Source: an optimization exercise on an open RTL-to-GDS flow (aim: small area, a short achievable clock period and few clock cycles). Production flows keep margins and buffers that such runs may drop. Where RTL was checked, it was by simulation tests only, not by an equivalence proof against the original. No activity file was given, so power comes from the tool's default toggle rates.

## the baseline
Design vrrp_codec, start of the top module:
module vrrp_codec (
    input  wire        clk,
    input  wire        rst,
    input  wire        host_valid,
    input  wire        host_we,
    input  wire [4:0]  host_addr,
    input  wire [31:0] host_wdata,
    output reg  [31:0] host_rdata,
    output wire        busy,
    output reg         pb_en,
    output reg         pb_we,
    output reg  [3:0]  pb_be,
    output reg  [9:0]  pb_addr,
    output reg  [31:0] pb_wdata,
    input  wire [31:0] pb_rdata,
    output reg         at_en,
    output reg         at_we,
    output reg  [9:0]  at_addr,
    output wire [31:0] at_wdata,
    input  wire [31:0] at_rdata
);
    localparam [4:0] A_CMD    = 5'd0,
                     A_IPVER  = 5'd3,
                     A_PLEN   = 5'd4,
                     A_VER    = 5'd8,
                     A_TYPE   = 5'd9,
                     A_VRID   = 5'd10,
                     A_PRIO   = 5'd11,
                     A_COUNT  = 5'd12,
                     A_ADVINT = 5'd13,
  ...
Size: about 470 flip-flops, ~27000 um^2 of cells after synthesis.
Settings: LEC_CHECK=0, CAP_MARGIN=20, CORE_MARGIN=2, CORE_UTILIZATION=40, PLACE_DENSITY=0.6, SETUP_SLACK_MARGIN=4, SLEW_MARGIN=20; clock period 10.0 ns.
run.sh (not shown) runs the stock make flow with config.mk's settings and CLKGATE_MAP_FILE= SYNTH_SCRIPT=/design/flow/synth_recipe.tcl, a recipe that flattens the netlist after the stock synthesis.
Testbench counts of the baseline, summed over its fixed seeds: cycles 22,758.
## Diff of input files: the candidate against the baseline
--- a/flow/design.v
+++ b/flow/design.v
@@ -100,40 +100,40 @@
     wire regs_rst = rst || srst_go;
     wire [1:0]  tail = r_plen[1:0];
     wire        part = dlast && (tail != 2'd0);
     wire [31:0] ck_word;
     assign ck_word[31:24] = (part && tail == 2'd1) ? 8'h00 : pb_rdata[31:24];
     assign ck_word[23:16] = (part && tail == 2'd1) ? pb_rdata[31:24] : pb_rdata[23:16];
     assign ck_word[15:8]  = part ? 8'h00 : pb_rdata[15:8];
     assign ck_word[7:0]   = part ? ((tail == 2'd3) ? pb_rdata[15:8] : 8'h00) : pb_rdata[7:0];
     wire [31:0] d_word  = (state == S_CK) ? (dv ? ck_word : 32'h0)
                                           : (pb_we ? pb_wdata : 32'h0);
     wire        ph_on   = (idx[10:4] == 7'd0 && idx[3:0] <= 4'd8);
-    wire [31:0] ph_word = ph_on ? host_rdata : 32'h0;
+    wire [31:0] ph_word = ph_on ? r_ph[idx[3:0]] : 32'h0;
     wire [15:0] x1 = d_word[31:16], x2 = d_word[15:0];
     wire [15:0] x3 = ph_word[31:16], x4 = ph_word[15:0];
     wire [15:0] s1 = acc_s ^ acc_c ^ x1;
     wire [15:0] c1 = (acc_s & acc_c) | (acc_s & x1) | (acc_c & x1);
     wire [15:0] s2 = x2 ^ x3 ^ x4;
     wire [15:0] c2 = (x2 & x3) | (x2 & x4) | (x3 & x4);
     wire [15:0] c1r = {c1[14:0], c1[15]};
     wire [15:0] c2r = {c2[14:0], c2[15]};
     wire [15:0] s3 = s1 ^ c1r ^ s2;
     wire [15:0] c3 = (s1 & c1r) | (s1 & s2) | (c1r & s2);
     wire [15:0] c3r = {c3[14:0], c3[15]};
     wire [15:0] s_next = s3 ^ c3r ^ c2r;
     wire [15:0] c4 = (s3 & c3r) | (s3 & c2r) | (c3r & c2r);
     wire [15:0] c_next = {c4[14:0], c4[15]};
     wire [16:0] fold1 = {1'b0, acc_s} + {1'b0, acc_c};
     wire [15:0] fold2 = fold1[15:0] + {15'b0, fold1[16]};
-    wire [4:0] rd_sel = busy ? {1'b1, idx[3:0]} : host_addr;
+    wire [4:0] rd_sel = host_addr;
     always @(*) begin
         case (rd_sel)
             5'd0:     host_rdata = r_cmd;
             5'd1:     host_rdata = {27'b0, r_ckok, 1'b0, r_err};
             5'd2:     host_rdata = {16'b0, r_result};
             A_IPVER:  host_rdata = {24'b0, r_ipver};
             A_PLEN:   host_rdata = {16'b0, r_plen};
             A_VER:    host_rdata = {28'b0, r_ver};
             A_TYPE:   host_rdata = {28'b0, r_type};
             A_VRID:   host_rdata = {24'b0, r_vrid};
             A_PRIO:   host_rdata = {24'b0, r_prio};
## What came out
Diff the baseline -> the candidate | unique cell type count in the Yosys netlist | up slightly
Between the candidate and the baseline, the number of multi-input combinational cells in the layout is higher for the candidate.
Clock skew: lower on the candidate
In the flow results for the candidate and the baseline, the non-clock buffer total of the final layout is larger on the baseline.
Diff the baseline -> the candidate: via count saw an increase; post-CTS setup-driven buffer insertion count saw a decrease; number of buffers added by the clock tree synthesis step saw an increase; total met2 wirelength after detailed routing saw an increase.
The candidate vs the baseline — number of well taps climbed by a little under 10%
Row non-filler instance count after layout: the candidate higher / the baseline lower
Compared with the baseline, in the candidate weighted congestion at the end of routability-driven global placement saw an increase, critical path depth in cells decreased 6.
Sort the candidate and the baseline by proportion of cell area occupied by registers asc -> top: the candidate
What the baseline reported for sequential power has to be multiplied by 1.05 to get the figure for the candidate.
Function not checked in the candidate: the RTL went through the layout flow alone.

---

main:
Another version of the RTL of vrrp_codec (not shown whole).
Size: roughly 2600 cells after synthesis, ~470 flip-flops, about 0.027 sq mm of cells after synthesis.
clock: 10.0 ns
lec_check: 0
cap_margin: 20
core_margin: 2
core_utilization: 55
place_density: 0.7
setup_slack_margin: 4
slew_margin: 20
standard.sh (not shown) runs the stock make flow with config.mk's settings and CLKGATE_MAP_FILE= SYNTH_SCRIPT=/design/flow/synth_recipe.tcl, a recipe that flattens the netlist after the stock synthesis.
==> flow/flow/run.sh <==
#!/bin/bash
# The standard layout (standard.sh: the standard flow's own ORFS flow, unchanged
# synthesis) with two changes: the ports are buffered with the smallest
# plain buffer (buf_1) instead of the default delay-cell buffers, and the
# clock tree uses larger sink clusters and no dummy loads. ORFS writes each
# step's full log under orfs/logs/; make's own output goes to standard.log.
set -o pipefail
export BUFFER_PORTS_ARGS="-buffer_cell sky130_fd_sc_hd__buf_1"
export CTS_ARGS="-sink_clustering_enable -repair_clock_nets -sink_clustering_size 22 -sink_clustering_max_diameter 100 -dont_use_dummy_load"
bash standard.sh > standard.log 2>&1
Edits applied to the flow inputs when going from main to the feature branch:
-- flow/design.v --
<<< main, line 42
                     S_CKF  = 4'd2,    
                     S_ENC  = 4'd3,    
                     S_FOLD = 4'd4,    
                     S_W1   = 4'd5,    
                     S_D0   = 4'd6,    
>>> the feature branch, line 42
                     S_CKF  = 4'd2,    
                     S_ENC  = 4'd3,    
                     S_W1   = 4'd5,    
                     S_D0   = 4'd6,    
<<< main, line 109
                                          : (pb_we ? pb_wdata : 32'h0);
    wire        ph_on   = (idx[10:4] == 7'd0 && idx[3:0] <= 4'd8);
    wire [31:0] ph_word = host_rdata;
    wire [15:0] x1 = d_word[31:16], x2 = d_word[15:0];
    wire [15:0] x3 = ph_word[31:16], x4 = ph_word[15:0];
>>> the feature branch, line 108
                                          : (pb_we ? pb_wdata : 32'h0);
    wire        ph_on   = (idx[10:4] == 7'd0 && idx[3:0] <= 4'd8);
    wire [31:0] ph_word = ph_on ? host_rdata : 32'h0;
    wire [15:0] x1 = d_word[31:16], x2 = d_word[15:0];
    wire [15:0] x3 = ph_word[31:16], x4 = ph_word[15:0];
<<< main, line 126
    wire [16:0] fold1 = {1'b0, acc_s} + {1'b0, acc_c};
    wire [15:0] fold2 = fold1[15:0] + {15'b0, fold1[16]};
    wire [4:0] rd_sel = !busy ? host_addr : ph_on ? {1'b1, idx[3:0]} : 5'd31;
    always @(*) begin
        case (rd_sel)
>>> the feature branch, line 125
    wire [16:0] fold1 = {1'b0, acc_s} + {1'b0, acc_c};
    wire [15:0] fold2 = fold1[15:0] + {15'b0, fold1[16]};
    wire [4:0] rd_sel = busy ? {1'b1, idx[3:0]} : host_addr;
    always @(*) begin
        case (rd_sel)
<<< main, line 181
                pb_we    = 1'b1;
                pb_addr  = 10'd1;
                pb_wdata = {4'b0000, r_advint, r_cksum};
            end
            S_D0, S_D1, S_D2, S_DCH: begin
>>> the feature branch, line 180
                pb_we    = 1'b1;
                pb_addr  = 10'd1;
                pb_wdata = {4'b0000, r_advint, op[2] ? ~fold2 : r_cksum};
            end
            S_D0, S_D1, S_D2, S_DCH: begin
<<< main, line 230
    wire        dec_ok   = (state == S_D1) && (rx_err == E_NONE);
    wire        dec_w1   = (state == S_D2);
    wire [31:0] ph_d  = regs_rst ? 32'h0000_0000 : host_wdata;
    wire [31:0] ph8_d = regs_rst ? 32'h0070_0000 :
>>> the feature branch, line 229
    wire        dec_ok   = (state == S_D1) && (rx_err == E_NONE);
    wire        dec_w1   = (state == S_D2);
    wire        adv_w1   = (state == S_W1) && op[2];
    wire [31:0] ph_d  = regs_rst ? 32'h0000_0000 : host_wdata;
    wire [31:0] ph8_d = regs_rst ? 32'h0070_0000 :
<<< main, line 263
            r_advint <= regs_rst ? 12'd0 : busy ? pb_rdata[27:16] : host_wdata[11:0];
    always @(posedge clk)
        if (regs_rst || dec_w1 || (state == S_FOLD) || (host_wr && host_addr == A_CKSUM))
            r_cksum <= regs_rst ? 16'd0 : (state == S_FOLD) ? ~fold2 :
                       busy ? pb_rdata[15:0] : host_wdata[15:0];
    always @(posedge clk)
>>> the feature branch, line 263
            r_advint <= regs_rst ? 12'd0 : busy ? pb_rdata[27:16] : host_wdata[11:0];
    always @(posedge clk)
        if (regs_rst || dec_w1 || adv_w1 || (host_wr && host_addr == A_CKSUM))
            r_cksum <= regs_rst ? 16'd0 : adv_w1 ? ~fold2 :
                       busy ? pb_rdata[15:0] : host_wdata[15:0];
    always @(posedge clk)
<<< main, line 353
            S_ENC: begin
                if (!rd_on && (!op[2] || idx[10:3] != 8'd0))
                    state <= op[2] ? S_FOLD : S_W1;
            end
            S_FOLD: begin
                r_result <= ~fold2;
                state    <= S_W1;
            end
            S_W1: begin
                state <= S_IDLE;
            end
>>> the feature branch, line 353
            S_ENC: begin
                if (!rd_on && (!op[2] || idx[10:3] != 8'd0))
                    state <= S_W1;
            end
            S_W1: begin
                if (op[2])
                    r_result <= ~fold2;
                state <= S_IDLE;
            end
[summary]
- The feature branch: full flow OK, the timing, DRC and antenna checks passed
- main vs the feature branch, endpoint of the worst setup timing path: host_rdata[2] vs pb_wdata[14]
- main has a higher maximum fanout encountered on the critical timing path than the feature branch.
- Re part of the cycle the worst path needs: the feature branch is 4.6 points up on main.
- Between main and the feature branch, worst setup slack decreased.
- Note that the number of signal-net buffers in the layout recorded for the feature branch amounts to 1.15 times the value seen in main.
- Post-detailed-routing wire length of the feature branch exceeds that of main slightly.
- [compare] base=main new=the feature branch: number of nets in the layout rose 3.7%; ratio of cells with drive above 1 in the final layout rose 4.6 points; count of nets left with antenna violations after detail routing about even.
- The biggest cell delay along the critical path in the feature branch sits 0.04 ns above the value recorded for main.
- HPWL reported at the end of detailed placement was higher in the run labelled main.
No run of this note included a check of the RTL's function; only the layout flow was run.

---

RTL: one of the versions met above, not the one the previous note started from.
Size: roughly 470 flip-flops, roughly 230 I/O pins, roughly 27000 sq um of cells after synthesis.
==> flow/config.mk <==
export PLATFORM = sky130hd
export DESIGN_NAME = vrrp_codec
export DESIGN_NICKNAME = vrrp_codec
export VERILOG_FILES = /design/flow/design.v
export SDC_FILE = /design/flow/constraint.sdc
export NUM_CORES = 4
export LEC_CHECK = 0
export CAP_MARGIN = 20
export CORE_MARGIN = 2
export CORE_UTILIZATION = 55
export PLACE_DENSITY = 0.7
export SETUP_SLACK_MARGIN = 4
export SLEW_MARGIN = 20
==> flow/constraint.sdc <==
create_clock -name core_clock -period 10.0 [get_ports {clk}]
set_input_delay 2.0000 -clock core_clock [delete_from_list [all_inputs] [get_ports {clk}]]
set_output_delay 2.0000 -clock core_clock [all_outputs]
set_load 0.01 [all_outputs]
==> flow/flow/run.sh <==
#!/bin/bash
# The standard layout (standard.sh: the standard flow's own ORFS flow, unchanged
# synthesis), except that the ports are buffered with the smallest plain
# buffer (buf_1) instead of the default delay-cell buffers. ORFS writes each
# step's full log under orfs/logs/; make's own output goes to standard.log.
set -o pipefail
export BUFFER_PORTS_ARGS="-buffer_cell sky130_fd_sc_hd__buf_1"
bash standard.sh > standard.log 2>&1
Testbench counts at the start, summed over its fixed seeds: cycles 22,758.
Next try:
--- a/flow/design.v
+++ b/flow/design.v
@@ -43,19 +43,20 @@
                      S_ENC  = 4'd3,    
                      S_FOLD = 4'd4,    
                      S_W1   = 4'd5,    
                      S_D0   = 4'd6,    
                      S_D1   = 4'd7,    
                      S_D2   = 4'd8,    
                      S_DCH  = 4'd9,    
                      S_AR   = 4'd10,   
                      S_AW   = 4'd11,   
-                     S_AG   = 4'd12;   
+                     S_AG   = 4'd12,   
+                     S_SRST = 4'd13;   
     reg [3:0]  r_ver;
     reg [3:0]  r_type;
     reg [7:0]  r_vrid;
     reg [7:0]  r_prio;
     reg [7:0]  r_count;
     reg [11:0] r_advint;
     reg [15:0] r_cksum;
     reg [7:0]  r_ipver;
     reg [15:0] r_plen;
@@ -88,22 +89,21 @@
     wire plen_short = (r_plen[15:3] == 13'd0);
     wire [9:0]  reg_nch  = r_ipver[1] ? {r_count, 2'b00} : {2'b00, r_count};
     wire [11:0] reg_slen = {reg_nch, 2'b00} + 12'd8;
     wire [11:0] plen_m1  = r_plen[11:0] - 12'd1;
     wire [9:0]  last_idx = (state == S_CK) ? plen_m1[11:2] : (reg_nch - 10'd1);
     wire        at_last  = (idx[9:0] == last_idx);
     wire host_wr  = host_valid && host_we && idle;
     wire cmd_wr   = host_wr && (host_addr == A_CMD);
     wire go       = cmd_wr && w_legal;
-    wire srst_go  = go && (w_op == 8'h7F);
-    wire enc_go   = go && (w_op == 8'h01 || w_op == 8'h05) && ipver_ok;
-    wire adv_go   = enc_go && w_op[2];
-    wire regs_rst = rst || srst_go;
+    wire enc_go   = (state == S_ENC) && (idx == 11'd0);
+    wire adv_go   = enc_go && op[2];
+    wire regs_rst = rst || (state == S_SRST);
     wire [1:0]  tail = r_plen[1:0];
     wire        part = dlast && (tail != 2'd0);
     wire [31:0] ck_word;
     assign ck_word[31:24] = (part && tail == 2'd1) ? 8'h00 : pb_rdata[31:24];
     assign ck_word[23:16] = (part && tail == 2'd1) ? pb_rdata[31:24] : pb_rdata[23:16];
     assign ck_word[15:8]  = part ? 8'h00 : pb_rdata[15:8];
     assign ck_word[7:0]   = part ? ((tail == 2'd3) ? pb_rdata[15:8] : 8'h00) : pb_rdata[7:0];
     wire [31:0] d_word  = (state == S_CK) ? (dv ? ck_word : 32'h0)
                                           : (pb_we ? pb_wdata : 32'h0);
@@ -153,19 +153,19 @@
         endcase
     end
     assign at_wdata = pb_rdata;
     wire fld_w1 = fld[2] & (fld[1] | fld[0]);    
     always @(*) begin
         pb_en    = 1'b0;
         pb_we    = 1'b0;
         pb_be    = 4'b1111;
         pb_addr  = idx[9:0];
-        pb_wdata = {r_ver, r_type, r_vrid, r_prio, r_count};
+        pb_wdata = {op[2] ? 8'h31 : {r_ver, r_type}, r_vrid, r_prio, r_count};
         at_en    = 1'b0;
         at_we    = 1'b0;
         at_addr  = idx[9:0];
         case (state)
             S_CK: begin
                 pb_en = rd_on;
             end
             S_ENC: begin
                 at_en = rd_on;
@@ -239,22 +239,22 @@
                 if (regs_rst || (host_wr && host_addr == 5'd16 + gj))
                     r_ph[gj] <= ph_d;
         end
     endgenerate
     always @(posedge clk)
         if (regs_rst || adv_go || (host_wr && host_addr == 5'd24))
             r_ph[8] <= ph8_d;
     always @(posedge clk)
         if (regs_rst || adv_go || dec_ok || (host_wr && host_addr == A_VER))
-            r_ver <= (regs_rst || busy || adv_go) ? 4'd3 : host_wdata[3:0];
+            r_ver <= (regs_rst || busy) ? 4'd3 : host_wdata[3:0];
     always @(posedge clk)
         if (regs_rst || adv_go || dec_ok || (host_wr && host_addr == A_TYPE))
-            r_type <= (regs_rst || busy || adv_go) ? 4'd1 : host_wdata[3:0];
+            r_type <= (regs_rst || busy) ? 4'd1 : host_wdata[3:0];
     always @(posedge clk)
         if (regs_rst || dec_ok || (host_wr && host_addr == A_VRID))
             r_vrid <= regs_rst ? 8'd0 : busy ? pb_rdata[23:16] : host_wdata[7:0];
     always @(posedge clk)
         if (regs_rst || dec_ok || (host_wr && host_addr == A_PRIO))
             r_prio <= regs_rst ? 8'd0 : busy ? pb_rdata[15:8] : host_wdata[7:0];
     always @(posedge clk)
         if (regs_rst || dec_ok || (host_wr && host_addr == A_COUNT))
             r_count <= regs_rst ? 8'd0 : busy ? pb_rdata[7:0] : host_wdata[7:0];
@@ -300,19 +300,21 @@
         end else begin
             case (state)
             S_IDLE: begin
                 if (cmd_wr) begin
                     r_ckok   <= 1'b0;
                     r_err    <= E_NONE;
                     r_result <= 16'd0;
                     if (!w_legal) begin
                         r_err <= E_ILLEGAL;
-                    end else if (w_op == 8'h00 || w_op == 8'h7F) begin
+                    end else if (w_op == 8'h7F) begin
+                        state <= S_SRST;
+                    end else if (w_op == 8'h00) begin
                     end else if (w_op == 8'h01 || w_op == 8'h05) begin
                         if (!ipver_ok) begin
                             r_err <= E_IPVER;
                         end else begin
                             r_result <= {4'b0000, reg_slen};
                             state    <= S_ENC;
                         end
                     end else if (w_op == 8'h03 || w_op == 8'h04) begin
                         if (plen_over) begin
@@ -374,18 +376,19 @@
             S_D2: begin
                 state <= (r_count == 8'd0) ? S_IDLE : S_DCH;
             end
             S_DCH: begin
                 if (idx[9:0] == reg_nch - 10'd1)
                     state <= S_IDLE;
             end
             S_AR: state <= op[5] ? S_AW : S_AG;
             S_AW: state <= S_IDLE;
+            S_SRST: state <= S_IDLE;
             S_AG: begin
                 r_result <= get_val;
                 state    <= S_IDLE;
             end
             default: state <= S_IDLE;
             endcase
         end
     end
 endmodule
Outcome:
- The changed run completed with no timing, DRC or antenna violations
- design area goes up by about 2%
- final cell count goes up by about 4%
- first-iteration DRC count goes down by 5.9%
- power goes down by 12%
- via count goes up by about 1.7%
- die area goes up by about 2.7%
- critical path depth is unchanged
- clock-buffer cell count goes down by 3
- area after synthesis goes up by 2.7%
- global-route usage goes down by 1.5 points
- clock skew goes down by 3.9 ps
- worst hold slack is better by 30 ps
Only the layout flow was run in the second run of this note; the RTL was not checked for function there.

afterwards: timing with drivers on the ports:
Ports are ideal in the flow. The routed layouts listed here were re-timed in OpenROAD. Step 1 assumes that a clkbuf_16 drives the clock port and a buf_2 every other input. Step 2 also shifts input and output timing later by t, the mid clock arrival at the registers, as if the neighbouring blocks saw the same clock. a / b / c = ideal / step 1 / step 2; a / b = the first two.
run | shift t [ns] | setup WS [ns] | slew at the worst register clock pin (ns)
the baseline | 0.695 | 3.918 / 3.866 / 3.419 | 0.07 / 0.07
the candidate | 0.697 | 4.008 / 3.962 / 3.465 | 0.06 / 0.06
main | 0.641 | 3.782 / 3.720 / 3.354 | 0.10 / 0.10
the feature branch | 0.645 | 3.327 / 3.263 / 3.222 | 0.10 / 0.10
the first run of note 3 | 0.683 | 3.920 / 3.871 / 3.306 | 0.07 / 0.07
the second run of note 3 | 0.679 | 3.919 / 3.882 / 3.491 | 0.07 / 0.07
After both steps every run listed still meets setup and hold. The setup slack of the first run of note 3, which loses most, moves by -0.049 ns with the drivers and by -0.614 ns with both steps.
